Background: an optimization exercise with open tools, aiming at a short achievable clock period and few clock cycles. Do not read the settings as production practice. Only simulation tests tie the RTL to the original design; equivalence was not proved. Power is estimated from default activity; no workload was simulated.

File: flow/config.mk
export PLATFORM = sky130hd
export DESIGN_NAME = bsrw
export DESIGN_NICKNAME = bsrw
export VERILOG_FILES = /design/flow/design.v
export SDC_FILE = /design/flow/constraint.sdc
export NUM_CORES = 4
export LEC_CHECK = 0
export ABC_CLOCK_PERIOD_IN_PS = 3000
export CAP_MARGIN = 20
export CORE_MARGIN = 2
export CORE_UTILIZATION = 40
export SLEW_MARGIN = 20
export TNS_END_PERCENT = 10
File: flow/constraint.sdc
create_clock -name core_clock -period 12.0 [get_ports {clk}]
set_input_delay 2.4000 -clock core_clock [delete_from_list [all_inputs] [get_ports {clk}]]
set_output_delay 2.4000 -clock core_clock [all_outputs]
set_load 0.01 [all_outputs]
File: flow/design.v
module bsrw (
    input             clk,
    input             rst,
    input             host_we,
    input      [2:0]  host_addr,
    input      [31:0] host_wdata,
    output            busy,
    output     [31:0] res0,
    output     [31:0] status,
    output            mem_req,
    output            mem_we,
    output     [9:0]  mem_addr,
    output     [7:0]  mem_wdata,
    input      [7:0]  mem_rdata,
    input             mem_ready,
    output            out_valid,
    output     [7:0]  out_data,
    input             out_ready
);
    localparam N_CTX    = 8;
    localparam MEM_SIZE = 1024;
    localparam LEN_MAX  = 32'h0FFF_FFFF;
    localparam POS_MAX  = 14'h3FFF;
    localparam OP_CREATE = 4'h1, OP_DESTROY = 4'h2, OP_AT_END = 4'h3,
               OP_RD1    = 4'h4, OP_RDBITS  = 4'h5, OP_RDFIELD = 4'h6,
               OP_RDBA   = 4'h7, OP_REMBYT  = 4'h8, OP_REMBIT  = 4'h9,
               OP_WRBITS = 4'hA, OP_WRFIELD = 4'hB, OP_WRBA    = 4'hC,
               OP_DUMP   = 4'hD;
    localparam F_ILLEGAL = 4'd1, F_INVALID = 4'd2, F_ALLOC = 4'd3,
               F_LENGTH  = 4'd4, F_FIELD   = 4'd5, F_ADDR  = 4'd6,
               F_POSOVF  = 4'd7, F_OVERRUN = 4'd8;
    localparam RS_OK = 2'd0, RS_TRUNC = 2'd1, RS_PAST = 2'd2;
    localparam ST_IDLE = 3'd0, ST_DEC = 3'd1, ST_RD = 3'd2, ST_RBA = 3'd3,
               ST_WR   = 3'd4, ST_DUMP = 3'd5, ST_CZ = 3'd6;
    localparam PH_INIT = 2'd0, PH_READ = 2'd1, PH_WRITE = 2'd2, PH_FINAL = 2'd3;
    localparam G_HDR = 3'd0, G_HEX = 3'd1, G_BAR = 3'd2, G_ASC = 3'd3,
               G_SP  = 3'd4, G_LF  = 3'd5, G_END = 3'd6;
    reg [31:0] arg0, arg1, arg2;
    reg [31:0] res0_r;
    reg        err_r;
    reg [3:0]  fcode_r;
    reg [1:0]  rstat_r;
    reg        busy_r;
    reg [2:0]  st;
    reg        ctx_valid [0:N_CTX-1];
    reg [10:0] ctx_base  [0:N_CTX-1];
    reg [10:0] ctx_len   [0:N_CTX-1];
    reg [13:0] ctx_pos   [0:N_CTX-1];
    reg [3:0]  ctx_brib  [0:N_CTX-1];
    reg        mreq, mwe;
    reg [9:0]  maddr;
    reg [7:0]  mwdata;
    reg        oval;
    reg [7:0]  odata;
    assign busy      = busy_r;
    assign res0      = res0_r;
    assign status    = {22'd0, rstat_r, fcode_r, 3'd0, err_r};
    assign mem_req   = mreq;
    assign mem_we    = mwe;
    assign mem_addr  = maddr;
    assign mem_wdata = mwdata;
    assign out_valid = oval;
    assign out_data  = odata;
    function in_range;
        input [31:0] a;
        input [34:0] n;
        begin
            in_range = ({3'd0, a} + n) <= MEM_SIZE;
        end
    endfunction
    function [29:0] ceil8;
        input [31:0] x;
        reg [32:0] t;
        begin
            t = {1'b0, x} + 33'd7;
            ceil8 = t[32:3];
        end
    endfunction
    function [1:0] classify;      
        input ov;
        input ae;
        begin
            classify = !ov ? RS_OK : ae ? RS_PAST : RS_TRUNC;
        end
    endfunction
    function [7:0] hexdigit;
        input [3:0] d;
        begin
            hexdigit = (d < 4'd10) ? (8'h30 + {4'd0, d}) : (8'h37 + {4'd0, d});
        end
    endfunction
    function [7:0] hdr_char;
        input [2:0] i;
        begin
            case (i)
                3'd0: hdr_char = "H";
                3'd1: hdr_char = "E";
                3'd2: hdr_char = "X";
                3'd3: hdr_char = "D";
                3'd4: hdr_char = "U";
                3'd5: hdr_char = "M";
                3'd6: hdr_char = "P";
                default: hdr_char = 8'h0A;
            endcase
        end
    endfunction
    function [7:0] win;
        input [7:0] hi;
        input [7:0] lo;
        input [3:0] s;
        reg [15:0] t;
        begin
            t = {hi, lo} >> s;
            win = t[7:0];
        end
    endfunction
    function illegal_f;
        input [31:0] c;
        reg [3:0] o, ci, w;
        reg       s, z;
        reg [7:0] v;
        reg       wok;
        begin
            o = c[3:0]; ci = c[7:4]; w = c[11:8]; s = c[12]; z = c[13]; v = c[23:16];
            wok = (w >= 4'd1) && (w <= 4'd8);
            illegal_f = (c[15:14] != 2'b00) || (c[31:24] != 8'd0);
            case (o)
                OP_CREATE:  illegal_f = illegal_f || (ci != 0) || (w != 0) || s || (v != 0);
                OP_DESTROY, OP_AT_END, OP_RDBA, OP_REMBYT, OP_REMBIT:
                            illegal_f = illegal_f || (w != 0) || s || z || (v != 0);
                OP_RD1, OP_RDFIELD, OP_WRFIELD, OP_WRBA:
                            illegal_f = illegal_f || (w != 0) || z || (v != 0);
                OP_RDBITS:  illegal_f = illegal_f || !wok || z || (v != 0);
                OP_WRBITS:  illegal_f = illegal_f || !wok || z;
                OP_DUMP:    illegal_f = illegal_f || (ci != 0) || (w != 0) || s || z || (v != 0);
                default:    illegal_f = 1'b1;
            endcase
        end
    endfunction
    wire        pc_ae    [0:N_CTX-1];    
    wire        pc_in1   [0:N_CTX-1];    
    wire        pc_in2   [0:N_CTX-1];    
    wire [15:0] pc_lmp   [0:N_CTX-1];    
    wire [13:0] pc_rb    [0:N_CTX-1];    
    wire [9:0]  pc_addr  [0:N_CTX-1];    
    wire [13:0] pc_pp1   [0:N_CTX-1];    
    wire        pc_pmax  [0:N_CTX-1];    
    wire        pc_rbsm  [0:N_CTX-1];    
    wire        pc_pov0  [0:N_CTX-1];    
    genvar g;
    generate
        for (g = 0; g < N_CTX; g = g + 1) begin : pcx
            wire [13:0] P   = ctx_pos[g];
            wire [10:0] L   = ctx_len[g];
            wire [3:0]  K   = ctx_brib[g];
            wire [15:0] lmp = {5'd0, L} - {2'd0, P};
            wire        ae  = ({3'd0, L} <= P);
            wire [15:0] rbx = ((lmp - 16'd1) << 3) + {12'd0, K};
            wire [13:0] rb  = ae ? 14'd0 : rbx[13:0];
            wire [14:0] adv = {1'b0, P} + {1'b0, arg0[16:3]} +
                              {14'd0, ({1'b0, arg0[2:0]} >= K)};
            assign pc_pov0[g]  = (arg0[31:17] != 15'd0) || adv[14];
            assign pc_ae[g]    = ae;
            assign pc_in1[g]   = ({3'd0, L} > (P + 14'd1)) && (P != 14'h3FFF);
            assign pc_in2[g]   = ({3'd0, L} > (P + 14'd2)) && (P < 14'h3FFE);
            assign pc_lmp[g]   = lmp;
            assign pc_rb[g]    = rb;
            assign pc_addr[g]  = ctx_base[g][9:0] + P[9:0];
            assign pc_pp1[g]   = P + 14'd1;
            assign pc_pmax[g]  = (P == POS_MAX);
            assign pc_rbsm[g]  = (rb < 14'd16);
        end
    endgenerate
    reg        any_free;
    reg [2:0]  free_idx;
    integer    k;
    always @(*) begin
        any_free = 1'b0;
        free_idx = 3'd0;
        for (k = N_CTX - 1; k >= 0; k = k - 1) begin
            if (!ctx_valid[k]) begin
                any_free = 1'b1;
                free_idx = k[2:0];
            end
        end
    end
    wire [11:0] s01_c     = {1'b0, arg0[10:0]} + {1'b0, arg1[10:0]};
    wire        inr01_c   = (arg0 <= 32'd1024) && (arg1 <= 32'd1024) && (s01_c <= 12'd1024);
    wire [10:0] fc11_c    = (arg0 < 32'd8) ? 11'd1 : (arg0[13:3] + {10'd0, (arg0[2:0] != 3'd0)});
    wire [11:0] s1f_c     = {1'b0, arg1[10:0]} + {1'b0, fc11_c};
    wire        inr1f_c   = (arg0 <= 32'd8192) && (arg1 <= 32'd1024) && (s1f_c <= 12'd1024);
    wire        a1gt_c    = (arg1 > LEN_MAX);
    wire [29:0] fcount_c  = (arg0 >= 32'd8) ? ceil8(arg0) : 30'd1;
    wire        cz_ok_c   = any_free && !a1gt_c && inr01_c && (arg1 != 32'd0);
    wire [10:0] ncnk_c    = arg0[13:3] + {10'd0, (arg0[2:0] != 3'd0)} - 11'd1;
    wire [10:0] a0c_c     = (arg0 > 32'd1024) ? 11'd1025 : arg0[10:0];
    wire [10:0] lim1_c    = 11'd1024 - arg1[10:0];
    reg         p_inr01, p_a1gt, p_inr1f, p_fbad, p_a0lt8;
    reg [29:0]  p_fcount;
    reg [10:0]  p_cl0;
    reg         p_cl0z, p_cl01, p_a1z, p_a11;
    reg         p_a0big, p_a1big, p_a2big, p_a0hbig, p_a0pos, p_a1ok, p_a0cle;
    reg [13:0]  p_a0h;
    reg [10:0]  p_a0c, p_lim1;
    always @(posedge clk) begin
        p_a0big  <= (arg0[31:14] != 18'd0);
        p_a1big  <= (arg1[31:11] != 21'd0);
        p_a2big  <= (arg2[31:14] != 18'd0);
        p_a0hbig <= (arg0[31:17] != 15'd0);
        p_a0h    <= arg0[16:3];
        p_a0pos  <= !arg0[31] && (arg0 != 32'd0);
        p_a0c    <= a0c_c;
        p_a1ok   <= (arg1 <= 32'd1024);
        p_lim1   <= lim1_c;
        p_a0cle  <= (a0c_c <= lim1_c);
        p_inr01  <= inr01_c;
        p_a1gt   <= a1gt_c;
        p_inr1f  <= inr1f_c;
        p_fbad   <= (arg1 != {2'd0, ceil8(arg2)});
        p_fcount <= fcount_c;
        p_a0lt8  <= (arg0 < 32'd8);
        p_cl0    <= ncnk_c;
        p_cl0z   <= (ncnk_c == 11'd0);
        p_cl01   <= (ncnk_c == 11'd1);
        p_a1z    <= (arg1 == 32'd0);
        p_a11    <= (arg1 == 32'd1);
    end
    wire [2:0] a_ci  = host_wdata[6:4];
    wire [3:0] a_opc = host_wdata[3:0];
    wire       a_k8  = (ctx_brib[a_ci] == 4'd8);
    wire       a_src = ((a_opc == OP_WRBA) && a_k8) ||
                       ((a_opc == OP_WRFIELD) && a_k8 && (arg2[2:0] == 3'd0));
    wire       a_ill = illegal_f(host_wdata);
    wire       a_inv = (a_opc != OP_CREATE) && (a_opc != OP_DUMP) &&
                       (host_wdata[7] || !ctx_valid[a_ci]);
    wire       a_q   = (host_wdata[31:7] == 25'd0) && ctx_valid[a_ci] &&
                       ((a_opc == OP_DESTROY) || (a_opc == OP_AT_END) ||
                        (a_opc == OP_REMBYT) || (a_opc == OP_REMBIT));
    wire       a_cr  = ((host_wdata == 32'h0000_0001) ||
                        ((host_wdata == 32'h0000_2001) && (arg1 == 32'd0))) &&
                       any_free && !a1gt_c && inr01_c;
    wire       a_zc  = a_q || a_cr;
    wire [3:0] a_K     = ctx_brib[a_ci];
    wire       a_rd    = (a_opc == OP_RD1) || (a_opc == OP_RDBITS);
    wire [3:0] a_W     = (a_opc == OP_RD1) ? 4'd1 : host_wdata[11:8];
    wire       a0lt8_c = (arg0 < 32'd8);
    wire [3:0] a_rn0   = a_rd ? a_W : (a0lt8_c ? {1'b0, arg0[2:0]} : 4'd8);
    reg        d_illegal, d_invalid;
    reg        d_create, d_destroy, d_atend, d_rd, d_rdf, d_rba, d_rembyt, d_rembit,
               d_wrbits, d_wrf, d_wrba, d_dump;
    reg [2:0]  d_ci;
    reg [3:0]  d_W;
    reg        d_S;
    reg [7:0]  d_val;
    reg        d_src;
    reg        d_ae, d_in1, d_in2, d_pmax, d_rbsm;
    reg [15:0] d_lmp;
    reg [13:0] d_rb;
    reg [9:0]  d_addr;
    reg [13:0] d_pos, d_pp1;
    reg [3:0]  d_brib;
    reg        d_ovw, d_povw, d_rf1, d_pov0;
    reg [3:0]  d_rs0;
    reg [7:0]  d_rmask0;
    reg [13:0] d_rdpos;
    reg [3:0]  d_rdbrib;
    wire       ovw    = d_ovw;                                  
    wire       povw   = d_povw;                                 
    wire       k8     = (d_brib == 4'd8);
    wire       ov0    = p_a0big || (arg0[13:0] > d_rb);
    wire       ov1    = p_a1big || ({arg1[10:0], 3'd0} > d_rb);
    wire       ov2    = p_a2big || (arg2[13:0] > d_rb);
    wire       rc_c   = ({1'b0, arg0[2:0]} >= d_brib);
    wire [14:0] adv0  = {1'b0, d_pos} + {1'b0, p_a0h} + {14'd0, rc_c};
    wire       pov0   = d_pov0;
    wire [13:0] np0   = adv0[13:0];
    wire [3:0]  nb0   = 4'd8 - (({1'b0, arg0[2:0]} + 4'd8 - d_brib) & 4'd7);
    wire       rba_nz  = p_a0pos && !d_ae;
    wire       rba_a0le = (p_a0c <= d_lmp[10:0]);
    wire [10:0] rba_n  = !rba_nz ? 11'd0 : (rba_a0le ? p_a0c : d_lmp[10:0]);
    wire       rba_inr = p_a1ok && (!rba_nz || p_a0cle || (d_lmp[10:0] <= p_lim1));
    wire [1:0] rba_rs  = (!p_a0pos || (rba_nz && rba_a0le)) ? RS_OK :
                         !rba_nz ? RS_PAST : RS_TRUNC;
    wire ok_create = any_free && !p_a1gt && p_inr01;
    wire ok_rd     = !povw && !(d_S && ovw);
    wire ok_rdf    = p_inr1f && !pov0 && !(d_S && ov0);
    wire ok_wrbits = !(d_S && ovw);
    wire ok_wrf    = !p_fbad && p_inr01 && !(d_S && ov2);
    wire ok_wrba   = p_inr01 && !(d_S && ov1);
    wire nofault   = !d_illegal && !d_invalid &&
                     !(d_create && !ok_create) && !(d_rd && !ok_rd) &&
                     !(d_rdf && !ok_rdf) && !(d_rba && !rba_inr) &&
                     !(d_wrbits && !ok_wrbits) && !(d_wrf && !ok_wrf) &&
                     !(d_wrba && !ok_wrba) && !(d_dump && !p_inr01);
    reg [3:0] fault;
    always @(*) begin
        fault = 4'd0;
        if (d_illegal)
            fault = F_ILLEGAL;
        else if (d_invalid)
            fault = F_INVALID;
        else if (d_create) begin
            if (!any_free)             fault = F_ALLOC;
            else if (p_a1gt)           fault = F_LENGTH;
            else if (!p_inr01)         fault = F_ADDR;
        end else if (d_rd) begin
            if (povw)                  fault = F_POSOVF;
            else if (d_S && ovw)       fault = F_OVERRUN;
        end else if (d_rdf) begin
            if (!p_inr1f)              fault = F_ADDR;
            else if (pov0)             fault = F_POSOVF;
            else if (d_S && ov0)       fault = F_OVERRUN;
        end else if (d_rba) begin
            if (!rba_inr)              fault = F_ADDR;
        end else if (d_wrbits) begin
            if (d_S && ovw)            fault = F_OVERRUN;
        end else if (d_wrf) begin
            if (p_fbad)                fault = F_FIELD;
            else if (!p_inr01)         fault = F_ADDR;
            else if (d_S && ov2)       fault = F_OVERRUN;
        end else if (d_wrba) begin
            if (!p_inr01)              fault = F_ADDR;
            else if (d_S && ov1)       fault = F_OVERRUN;
        end else if (d_dump) begin
            if (!p_inr01)              fault = F_ADDR;
        end
    end
    wire [3:0] rs0     = d_rs0;       
    wire [7:0] rmask0  = d_rmask0;
    wire       rf1     = d_rf1;       
    wire [7:0] rmtail  = ~(8'hFF >> arg0[2:0]);
    wire       rtfetch = k8 || ({1'b0, arg0[2:0]} > d_brib);
    wire [7:0] wv      = d_val & ~(8'hFF << d_W);
    wire       wlt     = (d_W < d_brib);
    wire [3:0] wdk     = d_W - d_brib;                       
    wire [7:0] wor_a   = wlt ? (wv << (d_brib - d_W)) : (wv >> wdk);
    wire [7:0] wnxt    = wv << (4'd8 - wdk);
    wire [3:0] wnk     = wlt ? (d_brib - d_W) : (4'd8 - wdk);
    wire [2:0] wr_r    = arg2[2:0];
    wire       wtlt    = ({1'b0, wr_r} < d_brib);
    wire [7:0] wma     = ~(8'hFF << d_brib) & (8'hFF << (d_brib - {1'b0, wr_r}));
    wire [7:0] wmb     = ~(8'hFF >> ({1'b0, wr_r} - d_brib));
    wire [3:0] wkt     = wtlt ? (d_brib - {1'b0, wr_r}) : (4'd8 - ({1'b0, wr_r} - d_brib));
    reg [1:0]  pend_rstat;
    reg [31:0] pend_res;
    reg [13:0] pend_pos;
    reg [3:0]  pend_brib;
    reg [1:0]  ph;
    reg        r_isrd;
    reg [7:0]  r_hA, r_hB;
    reg [9:0]  r_hBaddr;
    reg        r_hBmem;
    reg [3:0]  r_s, r_sfull;
    reg [7:0]  r_mask, r_mtail;
    reg        r_f1, r_hastail, r_tfetch;
    reg [10:0] r_cl;
    reg        r_clz, r_cl1;
    reg [9:0]  r_faddr;
    reg [15:0] r_fql;
    reg        r_fqin, r_fqin2;
    reg [9:0]  r_dptr;
    reg [10:0] b_rc, b_n;
    reg        b_rc1;
    reg [9:0]  b_raddr;
    reg        w_isbits, w_isbulk;
    reg [13:0] w_wp, w_wp1;
    reg [3:0]  w_wk, w_k;
    reg [9:0]  w_waddr;
    reg [7:0]  w_cur;
    reg [9:0]  w_sp;
    reg [10:0] w_bl, w_cl;
    reg        w_bl1, w_cl1;
    reg        w_fwd, w_hastail, w_taillt;
    reg [7:0]  w_ma, w_mb;
    reg [3:0]  w_wkt;
    reg [2:0]  gph;
    reg [3:0]  gcol;
    reg [1:0]  gsub;
    reg [2:0]  gidx;
    reg [3:0]  gnm1;         
    reg [3:0]  glastm1;      
    reg [6:0]  grl;          
    reg        grl1, grl2;
    reg [3:0]  fcol;
    reg [10:0] fleft;
    reg        fl1, flnz;
    reg [15:0] fv;
    reg [7:0]  rowbuf [0:15];
    wire [7:0] rb0      = d_ae ? 8'd0 : mem_rdata;
    wire [7:0] rchunk0  = win(rb0, 8'd0, rs0) & rmask0;
    wire [7:0] rchunk0r = win(rb0, 8'd0, r_s) & r_mask;        
    wire [7:0] rchunkf  = win(r_hA, mem_rdata, r_s) & r_mask;
    wire [7:0] r_hAn    = (r_hBmem && (r_hBaddr == maddr)) ? mwdata : r_hB;
    wire       r_ntail  = r_cl1 && r_hastail;
    wire [7:0] r_nmask  = r_ntail ? r_mtail : 8'hFF;
    wire       r_nfetch = r_ntail ? r_tfetch : 1'b1;
    wire [7:0] rchunkw  = win(r_hAn, 8'd0, r_sfull) & r_nmask;
    wire [7:0] w_x      = w_fwd ? w_cur : mem_rdata;
    wire [7:0] w_A      = w_x >> (4'd8 - w_k);
    wire [7:0] w_B      = w_x << w_k;
    wire       w_part   = w_cl1 && w_hastail;
    wire [7:0] g_cell   = rowbuf[gcol];
    wire       g_inrow  = (gcol <= gnm1);
    reg  [7:0] g_char;
    reg        g_avail;
    always @(*) begin
        g_avail = 1'b1;
        case (gph)
            G_HDR: g_char = hdr_char(gidx);
            G_HEX: begin
                g_avail = !g_inrow || fv[gcol];
                if (!g_inrow || gsub[1])
                    g_char = 8'h20;
                else if (gsub == 2'd0)
                    g_char = hexdigit(g_cell[7:4]);
                else
                    g_char = hexdigit(g_cell[3:0]);
            end
            G_BAR: g_char = (gsub == 2'd0) ? 8'h7C : 8'h20;
            G_ASC: g_char = (g_cell >= 8'h20 && g_cell <= 8'h7E) ? g_cell : 8'h2E;
            G_SP:  g_char = 8'h20;
            default: g_char = 8'h0A;
        endcase
    end
    reg        fin;
    reg [31:0] fin_res;
    reg [1:0]  fin_rstat;
    reg        fin_wb;
    reg [13:0] fin_pos;
    reg [3:0]  fin_brib;
    wire dgo    = (st == ST_DEC);      
    wire r_go   = (dgo && (d_rd || d_rdf) && (d_ae || mem_ready)) ||
                  (st == ST_RD && ph == PH_INIT && mem_ready);
    wire r_fir  = (st == ST_DEC) ? rf1 : r_f1;
    wire [9:0] r_faddr_n = (st == ST_DEC) ? (d_addr + 10'd1) : r_faddr;
    wire [7:0] r_c0 = (st == ST_DEC) ? rchunk0 : rchunk0r;
    wire b_go   = (dgo && d_rba && rba_nz && mem_ready) ||
                  (st == ST_RBA && ph == PH_INIT && mem_ready);
    wire w_none = d_ae || (!d_wrbits && p_a1z);
    wire w_go   = (dgo && (d_wrbits || d_wrf || d_wrba) && !w_none && mem_ready) ||
                  (st == ST_WR && ph == PH_INIT && mem_ready);
    integer i;
    always @(*) begin
        fin       = 1'b0;
        fin_res   = pend_res;
        fin_rstat = pend_rstat;
        fin_wb    = 1'b0;
        fin_pos   = pend_pos;
        fin_brib  = pend_brib;
        case (st)
            ST_DEC: begin
                fin_rstat = d_rd     ? classify(ovw, d_ae) :
                            d_rdf    ? classify(ov0, d_ae) :
                            d_rba    ? rba_rs :
                            d_wrbits ? classify(ovw, d_ae) :
                            d_wrf    ? classify(ov2, d_ae) :
                            d_wrba   ? classify(ov1, d_ae) : RS_OK;
                fin_res   = d_create ? {29'd0, free_idx} :
                            d_rd     ? {24'd0, rchunk0} : 32'd0;
                fin_pos   = d_rdpos;
                fin_brib  = d_rdbrib;
                if (nofault) begin
                    if (d_create)
                        fin = !mwe || mem_ready;
                    else if (d_rd)
                        fin = (d_ae || mem_ready) && !(rf1 && d_in1);
                    else if (d_rba)
                        fin = !rba_nz;
                    else if (d_wrbits || d_wrf || d_wrba)
                        fin = w_none;
                    fin_wb = d_rd;
                end
            end
            ST_RD: begin
                fin_wb = 1'b1;
                if (ph == PH_INIT) begin
                    fin_res = {24'd0, rchunk0r};
                    fin = r_isrd && mem_ready && !(r_f1 && r_fqin);
                end else if (ph == PH_READ) begin
                    fin_res = {24'd0, rchunkf};
                    fin = r_isrd && mem_ready;
                end else begin
                    fin = mem_ready && r_clz;
                end
            end
            ST_RBA: begin
                fin_wb = 1'b1;
                fin_pos = d_pos + {3'd0, b_n};
                fin = (ph == PH_WRITE) && mem_ready && b_rc1;
            end
            ST_WR: begin
                fin_wb   = 1'b1;
                fin_pos  = (ph == PH_WRITE) ? w_wp1 : w_wp;
                fin_brib = w_wk;
                fin = mem_ready && ((ph == PH_FINAL) || ((ph == PH_WRITE) && w_bl1));
            end
            ST_CZ:   fin = mem_ready;
            ST_DUMP: fin = (gph == G_END) && out_ready;
            default: ;
        endcase
    end
    always @(posedge clk) begin
        if (rst) begin
            st      <= ST_IDLE;
            busy_r  <= 1'b0;
            arg0    <= 32'd0;
            arg1    <= 32'd0;
            arg2    <= 32'd0;
            res0_r  <= 32'd0;
            err_r   <= 1'b0;
            fcode_r <= 4'd0;
            rstat_r <= 2'd0;
            mreq    <= 1'b0;
            mwe     <= 1'b0;
            oval    <= 1'b0;
            for (i = 0; i < N_CTX; i = i + 1)
                ctx_valid[i] <= 1'b0;
        end else begin
            case (st)
            ST_IDLE: begin
                if (host_we) begin
                    case (host_addr)
                        3'd0: begin
                            d_illegal <= illegal_f(host_wdata);
                            d_invalid <= (a_opc != OP_CREATE) && (a_opc != OP_DUMP) &&
                                         (host_wdata[7] || !ctx_valid[a_ci]);
                            d_create  <= (a_opc == OP_CREATE);
                            d_destroy <= (a_opc == OP_DESTROY);
                            d_atend   <= (a_opc == OP_AT_END);
                            d_rd      <= (a_opc == OP_RD1) || (a_opc == OP_RDBITS);
                            d_rdf     <= (a_opc == OP_RDFIELD);
                            d_rba     <= (a_opc == OP_RDBA);
                            d_rembyt  <= (a_opc == OP_REMBYT);
                            d_rembit  <= (a_opc == OP_REMBIT);
                            d_wrbits  <= (a_opc == OP_WRBITS);
                            d_wrf     <= (a_opc == OP_WRFIELD);
                            d_wrba    <= (a_opc == OP_WRBA);
                            d_dump    <= (a_opc == OP_DUMP);
                            d_ci      <= a_ci;
                            d_W       <= a_W;
                            d_S       <= host_wdata[12];
                            d_val     <= host_wdata[23:16];
                            d_src     <= a_src;
                            d_ae      <= pc_ae[a_ci];
                            d_in1     <= pc_in1[a_ci];
                            d_in2     <= pc_in2[a_ci];
                            d_pmax    <= pc_pmax[a_ci];
                            d_rbsm    <= pc_rbsm[a_ci];
                            d_lmp     <= pc_lmp[a_ci];
                            d_rb      <= pc_rb[a_ci];
                            d_addr    <= pc_addr[a_ci];
                            d_pos     <= ctx_pos[a_ci];
                            d_pp1     <= pc_pp1[a_ci];
                            d_brib    <= ctx_brib[a_ci];
                            d_ovw     <= pc_rbsm[a_ci] && (a_W > pc_rb[a_ci][3:0]);
                            d_povw    <= pc_pmax[a_ci] && (a_W >= a_K);
                            d_pov0    <= pc_pov0[a_ci];
                            d_rf1     <= (a_rn0 > a_K);
                            d_rs0     <= (a_rd || a0lt8_c) ? (4'd8 + a_K - a_rn0) : a_K;
                            d_rmask0  <= ~(8'hFF << a_rn0);
                            d_rdpos   <= (a_W >= a_K) ? pc_pp1[a_ci] : ctx_pos[a_ci];
                            d_rdbrib  <= 4'd8 - ((4'd8 - a_K + a_W) & 4'd7);
                            busy_r    <= 1'b1;
                            mreq   <= 1'b1;
                            mwe    <= (host_wdata == 32'h0000_2001) && cz_ok_c;
                            mwdata <= 8'd0;
                            maddr  <= ((a_opc == OP_CREATE) || (a_opc == OP_DUMP) || a_src) ?
                                      arg0[9:0] : pc_addr[a_ci];
                            if ((host_wdata == 32'h0000_000D) && inr01_c) begin
                                st       <= ST_DUMP;
                                oval     <= 1'b1;
                                odata    <= "H";
                                gph      <= G_HDR;
                                gidx     <= 3'd1;
                                gcol     <= 4'd0;
                                gsub     <= 2'd0;
                                gnm1     <= (arg1[10:4] != 7'd0) ? 4'd15 : (arg1[3:0] - 4'd1);
                                glastm1  <= arg1[3:0] - 4'd1;
                                grl      <= arg1[10:4] + {6'd0, (arg1[3:0] != 4'd0)};
                                grl1     <= ((arg1[10:4] + {6'd0, (arg1[3:0] != 4'd0)}) == 7'd1);
                                grl2     <= ((arg1[10:4] + {6'd0, (arg1[3:0] != 4'd0)}) == 7'd2);
                                pend_res <= {25'd0, (arg1[10:4] + {6'd0, (arg1[3:0] != 4'd0)})};
                                pend_rstat <= RS_OK;
                                fcol     <= 4'd0;
                                fleft    <= arg1[10:0];
                                fl1      <= (arg1[10:0] == 11'd1);
                                flnz     <= (arg1[10:0] != 11'd0);
                                fv       <= 16'd0;
                                mreq     <= (arg1[10:0] != 11'd0);
                            end else if (a_zc) begin
                                st      <= ST_IDLE;
                                busy_r  <= 1'b0;
                                mreq    <= 1'b0;
                                mwe     <= 1'b0;
                                rstat_r <= RS_OK;
                                begin
                                    fcode_r <= 4'd0;
                                    res0_r  <= (a_opc == OP_AT_END) ? {31'd0, pc_ae[a_ci]} :
                                               (a_opc == OP_REMBYT) ? {{16{pc_lmp[a_ci][15]}}, pc_lmp[a_ci]} :
                                               (a_opc == OP_REMBIT) ? {18'd0, pc_rb[a_ci]} :
                                               (a_opc == OP_CREATE) ? {29'd0, free_idx} : 32'd0;
                                    if (a_opc == OP_DESTROY)
                                        ctx_valid[a_ci] <= 1'b0;
                                    if (a_opc == OP_CREATE) begin
                                        ctx_valid[free_idx] <= 1'b1;
                                        ctx_base[free_idx]  <= arg0[10:0];
                                        ctx_len[free_idx]   <= arg1[10:0];
                                        ctx_pos[free_idx]   <= 14'd0;
                                        ctx_brib[free_idx]  <= 4'd8;
                                    end
                                end
                            end else begin
                                st <= ST_DEC;
                            end
                        end
                        3'd1: arg0 <= host_wdata;
                        3'd2: arg1 <= host_wdata;
                        3'd3: arg2 <= host_wdata;
                        default: ;
                    endcase
                end
            end
            ST_DEC: begin
                pend_rstat <= fin_rstat;
                if (!nofault) begin
                    mreq <= 1'b0;
                    mwe  <= 1'b0;
                end
                if (d_create && nofault) begin
                    ctx_valid[free_idx] <= 1'b1;
                    ctx_base[free_idx]  <= arg0[10:0];
                    ctx_len[free_idx]   <= arg1[10:0];
                    ctx_pos[free_idx]   <= 14'd0;
                    ctx_brib[free_idx]  <= 4'd8;
                    pend_res <= {29'd0, free_idx};
                    if (mwe && !mem_ready)
                        st <= ST_CZ;
                end
                begin
                    if (d_rd || d_rdf) begin
                        st        <= ST_RD;
                        ph        <= PH_INIT;
                        r_isrd    <= d_rd;
                        pend_res  <= {2'd0, p_fcount};
                        pend_pos  <= d_rd ? d_rdpos : np0;
                        pend_brib <= d_rd ? d_rdbrib : nb0;
                        r_s       <= rs0;
                        r_mask    <= rmask0;
                        r_f1      <= rf1;
                        r_sfull   <= k8 ? 4'd0 : d_brib;
                        r_mtail   <= rmtail;
                        r_hastail <= (arg0[2:0] != 3'd0);
                        r_tfetch  <= rtfetch;
                        r_cl      <= (d_rd || p_a0lt8) ? 11'd0 : p_cl0;
                        r_clz     <= (d_rd || p_a0lt8) ? 1'b1  : p_cl0z;
                        r_cl1     <= (d_rd || p_a0lt8) ? 1'b0  : p_cl01;
                        r_faddr   <= d_addr + 10'd1;
                        r_fql     <= d_lmp - 16'd1;
                        r_fqin    <= d_in1;
                        r_fqin2   <= d_in2;
                        r_dptr    <= arg1[9:0];
                    end
                    if (d_rba) begin
                        st        <= ST_RBA;
                        ph        <= PH_INIT;
                        pend_res  <= {21'd0, rba_n};
                        b_n       <= rba_n;
                        pend_brib <= d_brib;
                        b_rc      <= rba_n;
                        b_rc1     <= (rba_n == 11'd1);
                        b_raddr   <= d_addr + 10'd1;
                        r_dptr    <= arg1[9:0];
                    end
                    if (d_wrbits || d_wrf || d_wrba) begin
                        st        <= ST_WR;
                        ph        <= PH_INIT;
                        pend_res  <= 32'd0;
                        w_isbits  <= d_wrbits;
                        w_isbulk  <= d_src;
                        w_wp      <= d_pos;
                        w_wp1     <= d_pp1;
                        w_wk      <= d_brib;
                        w_k       <= d_brib;
                        w_waddr   <= d_addr;
                        w_cur     <= 8'd0;
                        w_sp      <= d_src ? (arg0[9:0] + 10'd1) : arg0[9:0];
                        w_bl      <= d_lmp[10:0];
                        w_bl1     <= !d_in1;
                        w_cl      <= d_wrbits ? 11'd1 : arg1[10:0];
                        w_cl1     <= d_wrbits ? 1'b1 : p_a11;
                        w_fwd     <= (arg0[9:0] == d_addr);
                        w_hastail <= d_wrf && !d_src && (wr_r != 3'd0);
                        w_taillt  <= wtlt;
                        w_ma      <= wma;
                        w_mb      <= wmb;
                        w_wkt     <= wkt;
                    end
                end
            end
            ST_CZ: ;
            ST_RD: begin
                if (ph == PH_READ && mem_ready) begin
                    r_hB     <= mem_rdata;
                    r_hBaddr <= maddr;
                    r_hBmem  <= 1'b1;
                    r_faddr  <= r_faddr + 10'd1;
                    r_fql    <= r_fql - 16'd1;
                    r_fqin   <= r_fqin2;
                    r_fqin2  <= ($signed(r_fql) > 16'sd2);
                    r_dptr   <= r_dptr;
                    maddr    <= r_dptr;
                    mwe      <= 1'b1;
                    mwdata   <= rchunkf;
                    ph       <= PH_WRITE;
                end
                if (ph == PH_WRITE && mem_ready && !r_clz) begin
                    r_hA    <= r_hAn;
                    r_s     <= r_sfull;
                    r_mask  <= r_nmask;
                    r_dptr  <= r_dptr + 10'd1;
                    r_cl    <= r_cl - 11'd1;
                    r_clz   <= r_cl1;
                    r_cl1   <= (r_cl == 11'd2);
                    if (r_nfetch && r_fqin) begin
                        mwe   <= 1'b0;
                        maddr <= r_faddr;
                        ph    <= PH_READ;
                    end else begin
                        r_hB    <= 8'd0;
                        r_hBmem <= 1'b0;
                        maddr   <= r_dptr + 10'd1;
                        mwdata  <= rchunkw;
                    end
                end
            end
            ST_RBA: begin
                if (ph == PH_READ && mem_ready) begin
                    maddr   <= r_dptr;
                    mwe     <= 1'b1;
                    mwdata  <= mem_rdata;
                    b_raddr <= b_raddr + 10'd1;
                    ph      <= PH_WRITE;
                end
                if (ph == PH_WRITE && mem_ready && !b_rc1) begin
                    b_rc   <= b_rc - 11'd1;
                    b_rc1  <= (b_rc == 11'd2);
                    r_dptr <= r_dptr + 10'd1;
                    maddr  <= b_raddr;
                    mwe    <= 1'b0;
                    ph     <= PH_READ;
                end
            end
            ST_WR: begin
                if (ph == PH_READ && mem_ready) begin
                    w_sp   <= w_sp + 10'd1;
                    maddr  <= w_waddr;
                    mwe    <= 1'b1;
                    if (w_part && w_taillt) begin
                        mwdata <= w_cur | (w_A & w_ma);
                        w_wk   <= w_wkt;
                        ph     <= PH_FINAL;
                    end else begin
                        mwdata <= w_cur | w_A;
                        w_cur  <= w_part ? (w_B & w_mb) : w_B;
                        if (w_part)
                            w_wk <= w_wkt;
                        ph     <= PH_WRITE;
                    end
                end
                if (ph == PH_WRITE && mem_ready && !w_bl1) begin
                    w_wp    <= w_wp1;
                    w_wp1   <= w_wp1 + 14'd1;
                    w_waddr <= w_waddr + 10'd1;
                    w_bl    <= w_bl - 11'd1;
                    w_bl1   <= (w_bl == 11'd2);
                    w_cl    <= w_cl - 11'd1;
                    w_cl1   <= (w_cl == 11'd2);
                    if (w_cl1) begin
                        maddr  <= w_waddr + 10'd1;
                        mwdata <= w_cur;
                        ph     <= PH_FINAL;
                    end else begin
                        maddr  <= w_sp;
                        mwe    <= 1'b0;
                        ph     <= PH_READ;
                    end
                end
            end
            ST_DUMP: begin
                if (mreq && mem_ready) begin
                    rowbuf[fcol] <= mem_rdata;
                    fv[fcol]     <= 1'b1;
                    fcol         <= fcol + 4'd1;
                    fleft        <= fleft - 11'd1;
                    fl1          <= (fleft == 11'd2);
                    flnz         <= !fl1;
                    maddr        <= maddr + 10'd1;
                    if (fcol == 4'd15 || fl1)
                        mreq <= 1'b0;
                end
                if (!oval || out_ready) begin
                    if (gph != G_END) begin
                        oval  <= g_avail;
                        odata <= g_char;
                    end
                    if (gph != G_END && g_avail) begin
                        case (gph)
                            G_HDR: begin
                                gidx <= gidx + 3'd1;
                                if (gidx == 3'd7)
                                    gph <= (grl == 7'd0) ? G_END : G_HEX;
                            end
                            G_HEX: begin
                                if (gsub == 2'd3 || (gsub == 2'd2 && gcol != 4'd7)) begin
                                    gsub <= 2'd0;
                                    gcol <= gcol + 4'd1;
                                    if (gcol == 4'd15)
                                        gph <= G_BAR;
                                end else begin
                                    gsub <= gsub + 2'd1;
                                end
                            end
                            G_BAR: begin
                                gsub <= gsub + 2'd1;
                                if (gsub == 2'd2) begin
                                    gph  <= G_ASC;
                                    gcol <= 4'd0;
                                end
                            end
                            G_ASC: begin
                                gcol <= gcol + 4'd1;
                                if (gcol == gnm1) begin
                                    gph <= G_SP;
                                    fcol <= 4'd0;
                                    fv   <= 16'd0;
                                    mreq <= flnz;
                                end
                            end
                            G_SP: gph <= G_LF;
                            default: begin
                                grl  <= grl - 7'd1;
                                grl1 <= grl2;
                                grl2 <= (grl == 7'd3);
                                gcol <= 4'd0;
                                gsub <= 2'd0;
                                gnm1 <= grl2 ? glastm1 : 4'd15;
                                gph  <= grl1 ? G_END : G_HEX;
                            end
                        endcase
                    end
                end
            end
            default: st <= ST_IDLE;
            endcase
            if (r_go) begin
                r_hA <= rb0;
                if (r_fir && (st == ST_DEC ? d_in1 : r_fqin)) begin
                    maddr <= r_faddr_n;
                    mwe   <= 1'b0;
                    ph    <= PH_READ;
                end else begin
                    r_hB    <= 8'd0;
                    r_hBmem <= 1'b0;
                    maddr   <= (st == ST_DEC) ? arg1[9:0] : r_dptr;
                    mwe     <= 1'b1;
                    mwdata  <= r_c0;
                    ph      <= PH_WRITE;
                end
            end
            if (b_go) begin
                maddr  <= (st == ST_DEC) ? arg1[9:0] : r_dptr;
                mwe    <= 1'b1;
                mwdata <= mem_rdata;
                ph     <= PH_WRITE;
            end
            if (w_go) begin
                maddr <= d_addr;
                if ((st == ST_DEC) ? d_wrbits : w_isbits) begin
                    mwe    <= 1'b1;
                    mwdata <= mem_rdata | wor_a;
                    w_cur  <= wnxt;
                    w_wk   <= wnk;
                    ph     <= wlt ? PH_FINAL : PH_WRITE;
                end else if ((st == ST_DEC) ? d_src : w_isbulk) begin
                    mwe    <= 1'b1;
                    mwdata <= mem_rdata;
                    w_cur  <= 8'd0;
                    ph     <= PH_WRITE;
                end else begin
                    w_cur  <= mem_rdata;
                    maddr  <= arg0[9:0];
                    mwe    <= 1'b0;
                    ph     <= PH_READ;
                end
            end
            if (fin) begin
                res0_r  <= fin_res;
                fcode_r <= 4'd0;
                rstat_r <= fin_rstat;
                busy_r  <= 1'b0;
                st      <= ST_IDLE;
                mreq    <= 1'b0;
                mwe     <= 1'b0;
                oval    <= 1'b0;
                if (fin_wb) begin
                    ctx_pos[d_ci]  <= fin_pos;
                    ctx_brib[d_ci] <= fin_brib;
                end
            end else if (st == ST_DEC && !nofault) begin
                res0_r  <= 32'd0;
                fcode_r <= fault;
                rstat_r <= RS_OK;
                err_r   <= 1'b1;
                busy_r  <= 1'b0;
                st      <= ST_IDLE;
            end
        end
    end
endmodule
File: flow/flow/run.sh
#!/bin/bash
# Layout flow: the standard flow (standard.sh, unchanged synthesis and
# ORFS steps) with setup repair aimed below the clock period, so that the
# layout reaches a shorter period than the constraint asks for. The SDC,
# clock period and I/O constraints are the standard flow's.
set -e
export SETUP_SLACK_MARGIN=7.5
bash standard.sh > standard.log 2>&1
File: flow/standard.sh
#!/bin/bash
# synth_recipe.tcl (not shown) runs the flow's synth.tcl, then flattens the netlist and writes it again
# the make line also repeats each setting of config.mk as NAME=value (left out here)
make -C /OpenROAD-flow-scripts/flow DESIGN_CONFIG=/design/flow/config.mk WORK_HOME=/design/flow/orfs CLKGATE_MAP_FILE= SYNTH_SCRIPT=/design/flow/synth_recipe.tcl "${@:-finish}"
==> results.yml, run 1 <==
outcome:
  status: "finished clean"
hold_path:
  hold_class: "flip-flop to flip-flop"
critical_path:
  critPathLaunch: "host_wdata[6]"
  end_kind: "flip-flop"
  start_kind: "input port"
  slowest_delay_ns: 0.74
  r2r-end: "d_in2"
  rrSetupSlack_ns: 7.23
  r2r-start: "ctx_pos[6][2]"
  critical_path_arrival_ns: 5.49
  cp_data_required_time_ns: 12.67
  cp_max_fo: 9
  critPathSlowestCell: "a221oi_1"
  critical_path.endpoint: "res0_r[0]"
  path_class: "input port to flip-flop"
  cp_cell_sequence: "buf_16 -> buf_16 -> clkinv_8 -> buf_12 -> buf_12 -> nor2_1 -> buf_4 -> a221oi_1 -> a221oi_1 -> a21oi_1 -> a221o_1 -> a21o_1 -> nand3_1 -> a21oi_1"
  reg2reg_depth: 14
grt:
  grt_usage: 0.3819
  grt_pass1_wl_um: 604200
  grt_pass1_vias: 77471
  grt_max_degree: 73
  grt_antenna_before_repair: 45
  grt-ovfl-total: 0
clocking:
  insertion_delay_ns: 0.85
  cts_tree: "done"
  cts_hold_buf: 0
  clkSlewWorstSetupHoldPaths_ns: 0.06
  cts_buffer_depth: 3
  numCtsBuffers: 147
  h-tree-depth: 4
  root_buffer: "clkbuf_16"
  clkSinkCount: 1210
final_layout:
  final_nets: 10594
  final_layout_size_suffix_gt1_frac: 0.1405
  instances_no_fill: 12800
  n_fill_cell: 20411
  area_delta_synth_final_pct: 18.11
sta:
  setup_violations: 0
  finClkSkew_ns: 0.08149
  hold_viol_final: 0
  rsz0062_at_grt: "true"
  tns_ns: 0
  final_max_slew_viol_count: 0
  slew_headroom: 0.1327
  max_slew.worst_pin.slew_ns: 1.287
  fin_crit_sh: 0.4013
  fin_crit_ns: 4.815
  max_freq_ghz: 0.2077
synth:
  avgSynthCellArea_um2: 9.279
  yosysTopAreaCell: "edfxtp_1"
  synth_common_cells: "nand2_1, edfxtp_1, nor2_1"
  postSynth.topFlopCell: "edfxtp_1"
  synth_cell_type_count: 107
  async_reset_ff_frac: 0
  ys_ff_latch: 1210
  yosys_warnings: 1
  ys_seq_area_frac: 0.3868
  synth.top_cell.area_share: 0.3328
  netlist_area_um2: 87800
  syn_inst: 9462
  synth-edff-count: 973
  synth.most_common_cell: "nand2_1"
  yosys-top-cells-area: "edfxtp_1, ha_1, dfxtp_1"
floorplanning:
  initial_utilization: 0.4035
  core_um2: 217600
  ios: 142
  num_rows: 171
  die_width_um: 472.5
  fp.dieH_um: 472.5
  dieArea_um2: 223300
power_and_ir_drop:
  switching_share: 0.3436
  p_switching_mw: 4.420
  intPower_mw: 8.446
  vdd_drop_max_v: 0.0001460
  p_per_area_nw_per_um2: 124.1
  leakage_nw: 40.21
  seq_power_share: 0.398
  p_comb_frac: 0.234
  clkPwrFrac: 0.369
placed_design:
  place.gp.congestion: 1.061
  port_buffers: 116
  dp_cells: 12217
  dpl.hpwl_um: 328500
flow_run:
  cap_violations: 0
drt:
  drc: 0
  ant_nets: 0
  vias: 82810
  drt_iter0_markers: 11403
  drt_wl_total_um: 441100
  first_pass_iters: 7
  wl_per_cell_um: 34.46
  post_drt_via_cell_ratio: 6.470
==> power groups by stage <==
stage	Combinational (mW)	Sequential, mW	Clock, mW
after global placement	2.68	5.20	0
after detailed placement	2.72	5.20	0
final	3.00	5.12	4.74
after floorplan	1.50	5.06	0
after CTS	2.84	5.11	4.77
after global routing	3.10	5.13	4.94
==> worst min path at each step <==
stage          startpoint        to  slack [ns]  cells past startpoint
5_1_grt           arg0[6]   arg0[6]        0.51                      2
3_5_place_dp     arg1[31]  arg1[31]        0.47                      2
3_3_place_gp     arg1[31]  arg1[31]        0.47                      2
4_1_cts          arg1[31]  arg1[31]        0.48                      2
6_report         arg1[31]  arg1[31]        0.48                      2
2_1_floorplan        d_rd    r_isrd        0.42                      0
==> logic make-up (layout without fill, tap and decap cells) <==
| logic type | count (synthesis) | in the layout | synth area share |
|---|---|---|---|
| AND/OR/NAND/NOR | 3176 | 3185 | 0.1718 |
| other | 1 | 53 | 0.00004271 |
| XOR/XNOR | 722 | 722 | 0.07202 |
| flip-flops | 1210 | 1210 | 0.3868 |
| AO/OA/AOI/OAI | 2366 | 2368 | 0.1714 |
| adder cells (fa/ha/maj) | 749 | 749 | 0.1098 |
| buffers and inverters | 931 | 1352 | 0.04127 |
| multiplexers | 307 | 307 | 0.04680 |
==> metrics by stage <==
stage	setup slack (ns)	util	area [um2]	hold WS (ns)	total power, mW
global route	7.205	0.4763	103600	0.5065	13.17
CTS	7.288	0.4697	102200	0.4830	12.71
global placement	4.858	0.4269	92900	0.4687	7.884
detailed placement	4.851	0.4273	92970	0.4730	7.920
floorplan	6.634	-	88100	0.4244	6.564
finish	7.185	0.4766	103700	0.4838	12.87
==> state kept, by name, indices dropped and copies added (netlist names), 15 cells and up, named ones only <==
register	cells
ctx_pos	112
p_fcount	30
r_fql	16
arg2	32
ctx_base	80
fv	16
res0_r	31
ctx_len	88
arg0	32
d_lmp	15
arg1	32
pend_res	30
ctx_brib	32
rowbuf	128
==> cells in the final DEF (no fill, tap or decap), types with 280 or more instances in the layout <==
master,count
buf_4,389
o21ai_0,469
nand3_1,280
nand2_1,963
xnor2_1,462
nor2_1,774
ha_1,687
inv_1,435
a21oi_1,683
edfxtp_1,973
==> worst max-delay path: cells and delay by family <==
kind,cells,cell delay (ns)
AOI/OAI and AO/OA,6,1.91
buffers and inverters,6,0.91
and+or+nand+nor,2,0.24
==> repair_timing <==
action | in CTS | in global routing
setup buffers | 190 | 65
pin swaps | 87 | 39
endpoints found under the hold margin | 0 | 0
resized for setup | 477 | 200
cloned | 25 | 3
endpoints found under the setup margin | 1186 | 649
==> layout make-up <==
class	instances	area [um2]	share of cell area
repair buffers	622	6210	0.05988
clock inverters	85	1092	0.01053
clock buffers	185	4050	0.03906
inverters	460	1779	0.01716
multi-input cells	7357	52910	0.5103
flip-flops and latches	1210	34020	0.3280
well taps	2854	3571	0.03444
diodes	27	67.56	0.0006516
==> metal layers <==
layer,up-vias,GRT usage,wire (um)
met4,22,0.2959,41680
li1,35503,-,-
met2,5338,0.5781,189400
met3,1484,0.08997,45150
met1,40463,0.4693,164800
met5,-,0,154
Testbench counts, summed over its fixed seeds: cycles 29,292.
==> run 2, diff against run 1 <==
--- a/flow/design.v
+++ b/flow/design.v
@@ -147,3 +147,2 @@
     wire        pc_pmax  [0:N_CTX-1];    
-    wire        pc_rbsm  [0:N_CTX-1];    
     wire        pc_pov0  [0:N_CTX-1];    
@@ -157,4 +156,5 @@
             wire        ae  = ({3'd0, L} <= P);
-            wire [15:0] rbx = ((lmp - 16'd1) << 3) + {12'd0, K};
-            wire [13:0] rb  = ae ? 14'd0 : rbx[13:0];
+            wire [15:0] lmpm1 = {5'd0, L} + ~{2'd0, P};
+            wire [13:0] rb  = ae ? 14'd0 :
+                              K[3] ? {lmp[10:0], 3'd0} : {lmpm1[10:0], K[2:0]};
             wire [14:0] adv = {1'b0, P} + {1'b0, arg0[16:3]} +
@@ -170,3 +170,2 @@
             assign pc_pmax[g]  = (P == POS_MAX);
-            assign pc_rbsm[g]  = (rb < 14'd16);
         end
@@ -255,3 +254,3 @@
     reg        d_src;
-    reg        d_ae, d_in1, d_in2, d_pmax, d_rbsm;
+    reg        d_ae, d_in1, d_in2, d_pmax;
     reg [15:0] d_lmp;
@@ -520,2 +519,8 @@
             ST_IDLE: begin
+                if (any_free) begin
+                    ctx_base[free_idx] <= arg0[10:0];
+                    ctx_len[free_idx]  <= arg1[10:0];
+                    ctx_pos[free_idx]  <= 14'd0;
+                    ctx_brib[free_idx] <= 4'd8;
+                end
                 if (host_we) begin
@@ -547,3 +552,2 @@
                             d_pmax    <= pc_pmax[a_ci];
-                            d_rbsm    <= pc_rbsm[a_ci];
                             d_lmp     <= pc_lmp[a_ci];
@@ -554,3 +558,3 @@
                             d_brib    <= ctx_brib[a_ci];
-                            d_ovw     <= pc_rbsm[a_ci] && (a_W > pc_rb[a_ci][3:0]);
+                            d_ovw     <= pc_ae[a_ci] || (!pc_in1[a_ci] && (a_W > a_K));
                             d_povw    <= pc_pmax[a_ci] && (a_W >= a_K);
@@ -603,9 +607,4 @@
                                         ctx_valid[a_ci] <= 1'b0;
-                                    if (a_opc == OP_CREATE) begin
+                                    if (a_opc == OP_CREATE)
                                         ctx_valid[free_idx] <= 1'b1;
-                                        ctx_base[free_idx]  <= arg0[10:0];
-                                        ctx_len[free_idx]   <= arg1[10:0];
-                                        ctx_pos[free_idx]   <= 14'd0;
-                                        ctx_brib[free_idx]  <= 4'd8;
-                                    end
                                 end
@@ -630,6 +629,2 @@
                     ctx_valid[free_idx] <= 1'b1;
-                    ctx_base[free_idx]  <= arg0[10:0];
-                    ctx_len[free_idx]   <= arg1[10:0];
-                    ctx_pos[free_idx]   <= 14'd0;
-                    ctx_brib[free_idx]  <= 4'd8;
                     pend_res <= {29'd0, free_idx};
==> flow/flow/run.sh (replaced) <==
#!/bin/bash
# Layout flow: the standard flow (standard.sh: unchanged synthesis and
# ORFS steps, the standard flow's SDC and clock period) with two changes to how the
# layout is made:
#  - setup repair aims well below the clock period, so that the layout
#    reaches a shorter period than the constraint asks for;
#  - the port buffers that the standard flow inserts on every input and
#    output are buf_8 cells instead of the smallest buffer.
set -e
export SETUP_SLACK_MARGIN=7.8
export BUFFER_PORTS_ARGS="-buffer_cell sky130_fd_sc_hd__buf_8"
bash standard.sh > standard.log 2>&1
--- a/flow/config.mk
+++ b/flow/config.mk
@@ -8,6 +8,6 @@
 export ABC_CLOCK_PERIOD_IN_PS = 3000
-export CAP_MARGIN = 20
+export CAP_MARGIN = 35
 export CORE_MARGIN = 2
 export CORE_UTILIZATION = 40
-export SLEW_MARGIN = 20
+export SLEW_MARGIN = 35
 export TNS_END_PERCENT = 10
==> run 2 against run 1 <==
  * Worst hold slack got worse by 0.0088 ns
  * Final cell count decreased by 2.6%
  * Setup slack improved by 0.17 ns
==> results.yml, run 2 <==
sta:
  max_slew.worst_pin.slew_ns: 1.225
  rsz0062_at_grt: "true"
  max_freq_ghz: 0.2151
  tns_ns: 0
  finClkSkew_ns: 0.06098
  final_max_slew_viol_count: 0
  slew_headroom: 0.1745
  fin_crit_ns: 4.649
  hold_viol_final: 0
  fin_crit_sh: 0.3874
  setup_violations: 0
critical_path:
  cp_common_cell: "a21oi_1"
  reg2reg_depth: 16
  critical_path_arrival_ns: 5.32
  critPathLaunch: "ctx_pos[0][2]"
  path_class: "flip-flop to flip-flop"
  end_kind: "flip-flop"
  critPathSlowestCell: "a21oi_1"
  slowest_delay_ns: 0.80
  cp_data_required_time_ns: 12.67
  r2r-start: "ctx_pos[0][2]"
  cp_max_fo: 8
  start_kind: "flip-flop"
  cp_cell_sequence: "ha_1 -> and3_1 -> nand2_1 -> nor2_1 -> nand2_1 -> xnor2_1 -> ha_1 -> a21oi_1 -> nor2b_1 -> o21ai_0 -> nand2b_1 -> a21oi_1 -> o21ai_0 -> a21oi_1 -> a31oi_4 -> o21bai_1"
floorplanning:
  core_um2: 214600
  dieArea_um2: 219600
  ios: 142
  fp.dieH_um: 468.6
  die_width_um: 468.6
  initial_utilization: 0.4024
  num_rows: 170
grt:
  grt_pass1_wl_um: 603500
  grt_antenna_before_repair: 56
  use_met2: 0.5737
  use_met3: 0.1284
  grt_pass1_vias: 76967
  grt_usage: 0.3922
  grt.busiest_layer: "met2"
  use_met1: 0.4617
  grt-ovfl-total: 0
  grt_max_degree: 87
final_layout:
  largest_register: "rowbuf"
  largest_reg_flops: 128
  final_nets: 10264
  instances_no_fill: 12473
  layout_commonest_cell: "edfxtp_1"
  area_delta_synth_final_pct: 18.16
  final_cell_mix: "edfxtp_1, nand2_1, a21oi_1"
  final_layout_size_suffix_gt1_frac: 0.1453
  largest_registers: "rowbuf x128, ctx_pos x112, ctx_len x88"
synth:
  ys_ff_latch: 1210
  synth_compound_area_frac: 0.1715
  synthAdderAreaFrac: 0.1105
  synth-xor-area-share: 0.06826
  netlist_area_um2: 86360
  synth_common_cells: "nand2_1, edfxtp_1, a21oi_1"
  synth-simple-area-share: 0.1669
  muxShareOfSynthArea: 0.04790
  syn_inst: 9218
  synth.most_common_cell: "nand2_1"
  async_reset_ff_frac: 0
  synth.top_cell.area_share: 0.3383
  yosys_warnings: 1
  yosysTopAreaCell: "edfxtp_1"
  synth_cell_type_count: 98
  ys_seq_area_frac: 0.3933
  yosys-top-cells-area: "edfxtp_1, ha_1, dfxtp_1"
  postSynth.topFlopCell: "edfxtp_1"
  synth-edff-count: 973
  synth_top_family_by_area: "compound AO/OA/AOI/OAI gates"
  avgSynthCellArea_um2: 9.368
power_and_ir_drop:
  p_per_area_nw_per_um2: 126.9
  seq_power_share: 0.397
  vdd_drop_max_v: 0.0001714
  design_power_total_mw: 12.95
  p_switching_mw: 4.443
  clkPwrFrac: 0.355
  intPower_mw: 8.508
  p_comb_frac: 0.248
  leakage_nw: 38.81
  switching_share: 0.3431
drt:
  vias: 83334
  wl_per_cell_um: 36.20
  ant_nets: 0
  drt_iter0_markers: 12947
  drt_wl_total_um: 451600
  post_drt_via_cell_ratio: 6.681
  first_pass_iters: 15
  drc: 0
clocking:
  numCtsBuffers: 144
  cts_buffer_depth: 3
  clkSinkCount: 1210
  cts_tree: "done"
  clkSlewWorstSetupHoldPaths_ns: 0.07
  root_buffer: "clkbuf_16"
  insertion_delay_ns: 0.85
  h-tree-depth: 4
outcome:
  status: "finished clean"
hold_path:
  hp-start: "arg1[31]"
  min_path_cells: 2
  hold_class: "flip-flop to flip-flop"
placed_design:
  place.gp.congestion: 1.113
  dpl.hpwl_um: 327400
  port_buffers: 116
  dp_cells: 11900
flow_run:
  cap_violations: 0
## run 2: cell count changes after synthesis, moves of 40 or more
cell / previous run / this run
nor2_1: 822 / 700
a21o_1: 198 / 123
clkbuf_1: 369 / 424
inv_1: 450 / 397
a211oi_1: 71 / 116
and3_1: 106 / 66
## run 2: worst max-delay path, delay by kind of cell, from the launching register on
family          cells  cell delay, ns
compound gates      7            1.81
xor+xnor            1            0.45
fa+ha+maj           2            0.69
flops               1            0.63
simple gates        6            0.89
## run 2: cell families after synthesis
family,count (synthesis)
other,1
DFF,1210
muxes,307
and+or+nand+nor,3022
adders and majority gates,736
buffers and inverters,920
xor gates and xnor gates,673
AOI/OAI and AO/OA,2349
## run 2: cell type report
type	count	area, um2
antenna	33	82.58
clock buffer	174	3826
clock inverter	94	1079
sequential	1210	34010
inverter	405	1573
tap	2838	3551
timing repair buffer	589	6606
multi-input combinational	7130	51310
fill	19894	112600
## run 2: power groups by stage
| stage | sequential [mW] | combinational [mW] | clock [mW] |
|---|---|---|---|
| CTS | 5.12 | 2.92 | 4.61 |
| global route | 5.15 | 3.33 | 4.78 |
| global placement | 5.21 | 2.74 | 0 |
| floorplan | 5.07 | 1.63 | 0 |
| detailed placement | 5.21 | 2.78 | 0 |
| finish | 5.14 | 3.22 | 4.59 |
## run 2: metal layers
metal  part of all wire  vias up  wire length (um)
met5             0.0016        -               734
met4               0.11       38             48690
met3               0.12     1978             56410
met2               0.41     6358            186900
met1               0.35    40262            158900
li1                   -    34698                 -
## run 2: worst paths after layout
path               to  slack, ns
min reg2reg  arg1[31]       0.47
min          arg1[31]       0.47
max reg2reg     d_ovw       7.35
max             d_ovw       7.35
## run 2: timing repair
item	in CTS	in global routing
resized for setup	208	304
pin swaps	32	74
endpoints found under the setup margin	960	995
buffers inserted	91	132
cloned	27	18
hold buffers	0	0
## run 2: metrics by stage
step	utilization	setup WS, ns	hold WS, ns	cell area, um2
floorplan	-	6.261	0.4244	86520
global placement	0.4270	4.811	0.4633	91640
detailed placement	0.4281	4.819	0.4643	91890
CTS	0.4614	7.475	0.4728	99030
global route	0.4752	7.363	0.5012	102000
finish	0.4754	7.351	0.4750	102000
Testbench counts of run 2, summed over its fixed seeds: cycles 29,292.

## port drivers added, routing unchanged
Ports are ideal in the flow. The routed layouts listed here were re-timed in OpenROAD.
Step 1, drivers: a clkbuf_16 drives clk and a buf_2 each remaining input, both assumed.
Step 2 moves the port delays by t, midway between the first and last clock arrival at a register: inputs arrive t later, outputs are due t later. That takes back most of the time a late clock gives input paths.
a / b / c = ideal / step 1 / step 2; a / b = the first two.
run	shift t [ns]	setup slack, ns	clock arrival spread, ns	slew at the worst register clock pin (ns)	worst slew at a driven data input, ns
run 1	0.922	7.185 / 7.093 / 6.171	0.083 / 0.084	0.07 / 0.07	0.32
run 2	0.918	7.351 / 7.103 / 6.184	0.063 / 0.063	0.07 / 0.07	0.52
After both steps setup and hold are still met in every run listed. The setup slack of run 2, which loses most, moves by -0.248 ns with the drivers and by -1.167 ns with both steps.
